Source: an optimization exercise on an open RTL-to-GDS flow (aim: small area and a short achievable clock period). Production flows keep margins and buffers that such runs may drop.
The RTL was checked by simulation tests, not by an equivalence proof against the original design.
Power is estimated from default activity; no workload was simulated.

==> flow/design.v <==
module tap_fsm (
    input  wire [3:0] state,
    input  wire       c,
    output reg  [3:0] next
);
    localparam RTI    = 4'b0000, SEL_DR = 4'b0001, CAP_DR = 4'b0010, SH_DR  = 4'b0011,
               EX1_DR = 4'b0100, PAU_DR = 4'b0101, EX2_DR = 4'b0110, UPD_DR = 4'b0111,
               TLR    = 4'b1000, SEL_IR = 4'b1001, CAP_IR = 4'b1010, SH_IR  = 4'b1011,
               EX1_IR = 4'b1100, PAU_IR = 4'b1101, EX2_IR = 4'b1110, UPD_IR = 4'b1111;
    always @(*) begin
        case (state)
            TLR:    next = c ? TLR    : RTI;
            RTI:    next = c ? SEL_DR : RTI;
            SEL_DR: next = c ? SEL_IR : CAP_DR;
            CAP_DR: next = c ? EX1_DR : SH_DR;
            SH_DR:  next = c ? EX1_DR : SH_DR;
            EX1_DR: next = c ? UPD_DR : PAU_DR;
            PAU_DR: next = c ? EX2_DR : PAU_DR;
            EX2_DR: next = c ? UPD_DR : SH_DR;
            UPD_DR: next = c ? SEL_DR : RTI;
            SEL_IR: next = c ? TLR    : CAP_IR;
            CAP_IR: next = c ? EX1_IR : SH_IR;
            SH_IR:  next = c ? EX1_IR : SH_IR;
            EX1_IR: next = c ? UPD_IR : PAU_IR;
            PAU_IR: next = c ? EX2_IR : PAU_IR;
            EX2_IR: next = c ? UPD_IR : SH_IR;
            default: next = c ? SEL_DR : RTI;    
        endcase
    end
endmodule
module ir_decode (
    input  wire [7:0] value,
    input  wire       hi_nz,
    output reg  [3:0] code
);
    always @(*) begin
        if (hi_nz) code = 4'd14;
        else begin
            case (value)
                8'h83:   code = 4'd0;    
                8'h84:   code = 4'd1;    
                8'h85:   code = 4'd2;    
                8'h41:   code = 4'd3;    
                8'h43:   code = 4'd4;    
                8'hFF:   code = 4'd5;    
                8'h13:   code = 4'd6;    
                8'h14:   code = 4'd7;    
                8'h15:   code = 4'd8;    
                8'h44:   code = 4'd9;    
                8'h46:   code = 4'd10;   
                8'h22:   code = 4'd11;   
                8'h24:   code = 4'd12;   
                8'h61:   code = 4'd13;   
                default: code = 4'd14;   
            endcase
        end
    end
endmodule
module shift_field #(
    parameter W = 128
) (
    input  wire         clk,
    input  wire         shl,
    input  wire         hold,
    input  wire         din,
    input  wire [7:0]   set_hi,
    input  wire [15:0]  set_lo,
    output reg  [W-1:0] q
);
    wire [W-1:0] prev = {q[W-2:0], din};
    wire [W-1:0] d;
    genvar i;
    generate
        for (i = 0; i < W; i = i + 1) begin : g_bit
            field_bit u_bit (
                .shl  (shl),
                .hold (hold),
                .prev (prev[i]),
                .cur  (q[i]),
                .sa   (set_hi[i / 16]),
                .sb   (set_lo[i % 16]),
                .d    (d[i])
            );
        end
    endgenerate
    always @(posedge clk)
        q <= d;
endmodule
module field_bit (
    input  wire shl,
    input  wire hold,
    input  wire prev,
    input  wire cur,
    input  wire sa,
    input  wire sb,
    output wire d
);
    assign d = (shl & prev) | (hold & cur) | (sa & sb);
endmodule
module tap_core (
    input  wire         clk,
    input  wire         rst,
    input  wire         frame,
    input  wire         c,
    input  wire         t,
    input  wire         h,
    output wire         ev_valid,
    output wire         ev_kind,
    output wire [127:0] ev_to_target,
    output wire [127:0] ev_to_host,
    output wire [3:0]   ev_instr,
    output wire [1:0]   fault
);
    localparam RTI = 4'b0000;
    reg  [3:0] tap;
    reg        flt;
    reg  [7:0] len;
    reg        hi_nz;      
    reg        upd_q;      
    wire [3:0] tap_next;
    wire mode   = tap[3];                   
    wire is_cap = (tap[2:0] == 3'b010);
    wire is_sh  = (tap[2:0] == 3'b011);
    wire full   = len[7];                   
    wire ok_sh  = ~flt & is_sh & ~full;
    wire ok_cap = ~flt & is_cap;
    wire live   = frame & ~flt;
    wire sh     = frame & ok_sh;
    wire clr    = frame & ok_cap;
    tap_fsm u_fsm (
        .state (tap),
        .c     (c),
        .next  (tap_next)
    );
    always @(posedge clk) begin
        if (rst) begin
            tap   <= RTI;
            flt   <= 1'b0;
            upd_q <= 1'b0;
        end else if (live) begin
            if (is_sh & full) begin
                flt   <= 1'b1;
            end else begin
                tap   <= tap_next;
                upd_q <= (tap_next[2:0] == 3'b111);
            end
        end
    end
    always @(posedge clk) begin
        if (clr)     len <= 8'd0;
        else if (sh) len <= len + 8'd1;
    end
    always @(posedge clk) begin
        if (clr)                                  hi_nz <= 1'b0;
        else if (sh & mode & t & (|len[6:3]))     hi_nz <= 1'b1;
    end
    wire [7:0]  dec_hi = 8'd1 << len[6:4];
    wire [15:0] dec_lo = 16'd1 << len[3:0];
    wire ok_tt_shl = ok_sh & ~mode;         
    wire ok_th_shl = ok_sh & mode;          
    wire [7:0] ok_tt_set = dec_hi & {8{ok_sh & mode}};
    wire [7:0] ok_th_set = dec_hi & {8{ok_sh & ~mode}};
    wire [127:0] tt, th;
    shift_field u_tt (
        .clk    (clk),
        .shl    (frame & ok_tt_shl),
        .hold   (~(frame & (ok_tt_shl | ok_cap))),
        .din    (t),
        .set_hi (ok_tt_set & {8{frame & t}}),
        .set_lo (dec_lo),
        .q      (tt)
    );
    shift_field u_th (
        .clk    (clk),
        .shl    (frame & ok_th_shl),
        .hold   (~(frame & (ok_th_shl | ok_cap))),
        .din    (h),
        .set_hi (ok_th_set & {8{frame & h}}),
        .set_lo (dec_lo),
        .q      (th)
    );
    wire [3:0] code;
    reg  [3:0] instr_q;
    ir_decode u_dec (
        .value (tt[7:0]),
        .hi_nz (hi_nz),
        .code  (code)
    );
    always @(posedge clk)
        instr_q <= code;
    ev_gate u_ev (
        .frame    (frame),
        .ok       (upd_q),
        .ev_valid (ev_valid)
    );
    assign ev_kind      = mode;
    assign ev_instr     = instr_q;
    assign ev_to_target = tt;
    assign ev_to_host   = th;
    assign fault        = {flt, 1'b0};
endmodule
module ev_gate (
    input  wire frame,
    input  wire ok,
    output wire ev_valid
);
    assign ev_valid = frame & ok;
endmodule
export LEC_CHECK = 0
export CAP_MARGIN = 20
export CORE_MARGIN = 2
export CORE_UTILIZATION = 40
export CTS_CLUSTER_DIAMETER = 120
export CTS_CLUSTER_SIZE = 24
export PLACE_DENSITY = 0.85
export SETUP_SLACK_MARGIN = 2.65
export SLEW_MARGIN = 20
export SYNTH_HIERARCHICAL = 1
create_clock -name core_clock -period 5.0 [get_ports {clk}]
standard.sh (not shown) runs the stock make flow with config.mk's settings and CLKGATE_MAP_FILE= SYNTH_SCRIPT=/design/flow/synth_recipe.tcl, a recipe that flattens the netlist after the stock synthesis.
==> flow/flow/run.sh <==
#!/bin/bash
# The standard layout, with the ports buffered by the smallest buffer
# (buf_1) instead of the delay buffer buffer_ports picks by default.
set -euo pipefail
bash standard.sh BUFFER_PORTS_ARGS="-buffer_cell sky130_fd_sc_hd__buf_1" finish > make_finish.log 2>&1
The first run completed with no timing, DRC or antenna violations.
Rerun with:
Settings changed: CTS_CLUSTER_DIAMETER 120 to default, CTS_CLUSTER_SIZE 24 to default, PLACE_DENSITY 0.85 to default.
What happened: Routed wire length increases by 1.4%. Total power increases by 28%. First-iteration DRC count decreases by 17%. Final area increases by 5.8%. Clock skew decreases by 0.018 ns. Worst setup slack hardly moves.
Rerun with:
Settings changed: CTS_CLUSTER_DIAMETER from default to 120, CTS_CLUSTER_SIZE from default to 24, PLACE_DENSITY from default to 0.95.
The changed run produced a clean layout.
Clock-buffer cell count went down by 24.
First-iteration DRC count went up by about 25%.
Worst setup slack gets worse by 0.0075 ns.
Sequential power is about the same.
Core utilization went down by 2.5 points.
Area after synthesis is unchanged.
Combinational power went up by about 5%.
Final area went down by 4.9%.
Routed wire length went up by about 3.5%.
Rerun with:
Settings changed: PLACE_DENSITY 0.95 to 0.75.
Cell area hardly moves. Utilization hardly moves. Routed wire length decreases by a little under a tenth. Global-route usage decreases by 2.1 points. Clock-buffer cell count decreases by 1. Flip-flop and latch count stays the same. Area after synthesis does not change. Setup slack is better by 0.0072 ns.

// tap_core: RTL as listed in full above, without the edits since
Settings: LEC_CHECK=0, CAP_MARGIN=20, CORE_MARGIN=2, CORE_UTILIZATION=40, CTS_CLUSTER_DIAMETER=120, CTS_CLUSTER_SIZE=24, SETUP_SLACK_MARGIN=2.72, SLEW_MARGIN=20, SYNTH_HIERARCHICAL=1; clock period 5.0 ns.
Scripts as last shown in full above: flow/flow/run.sh
The starting point finished with timing, DRC and antenna clean.
Then changed:
Settings changed: SETUP_SLACK_MARGIN 2.72 to 2.65.
Outcome: Setup slack degrades by 0.0069 ns. First-iteration DRC count drops by 7.4%. Combinational power drops by about 10%. Count of clock-buffer cells in the layout does not change. Critical path depth does not change. Power drops by about 0.8%. Utilization drops by 0.53 points. Synthesized cell count is unchanged. Maximum frequency is about the same. Die area is unchanged.

==> afterwards: timing with drivers on the ports <==
Ports are ideal in the flow. The routed layouts listed here were re-timed in OpenROAD. Step 1: set_driving_cell puts a clkbuf_16 on clk and a buf_2 on each other input, an assumption about the parent block. Step 2, shift: input delay + t, output delay - t, t = (earliest + latest rising clock arrival at the registers) / 2. This alone moves slack from input paths to output paths. a / b / c = ideal / step 1 / step 2; a / b = the first two.
run	shift t [ns]	slack for setup (ns)	worst hold slack (ns)	worst setup path at the end
the first run of note 1	0.538	2.654 / 2.616 / 2.215	0.492 / 0.492 / 0.492	input to register
the second run of note 1	0.595	2.652 / 2.612 / 2.128	0.482 / 0.482 / 0.482	input to register
the third run of note 1	0.542	2.645 / 2.603 / 2.098	0.492 / 0.492 / 0.492	input to register
the fourth run of note 1	0.535	2.652 / 2.605 / 2.218	0.480 / 0.480 / 0.480	input to register
the first run of note 2	0.540	2.657 / 2.617 / 2.222	0.489 / 0.489 / 0.489	input to register
the second run of note 2	0.540	2.650 / 2.611 / 2.220	0.489 / 0.489 / 0.489	input to register
After both steps every run listed still meets setup and hold. For the third run of note 1, which loses most, drivers alone change the setup slack by -0.042 ns; drivers and shift together by -0.547 ns.
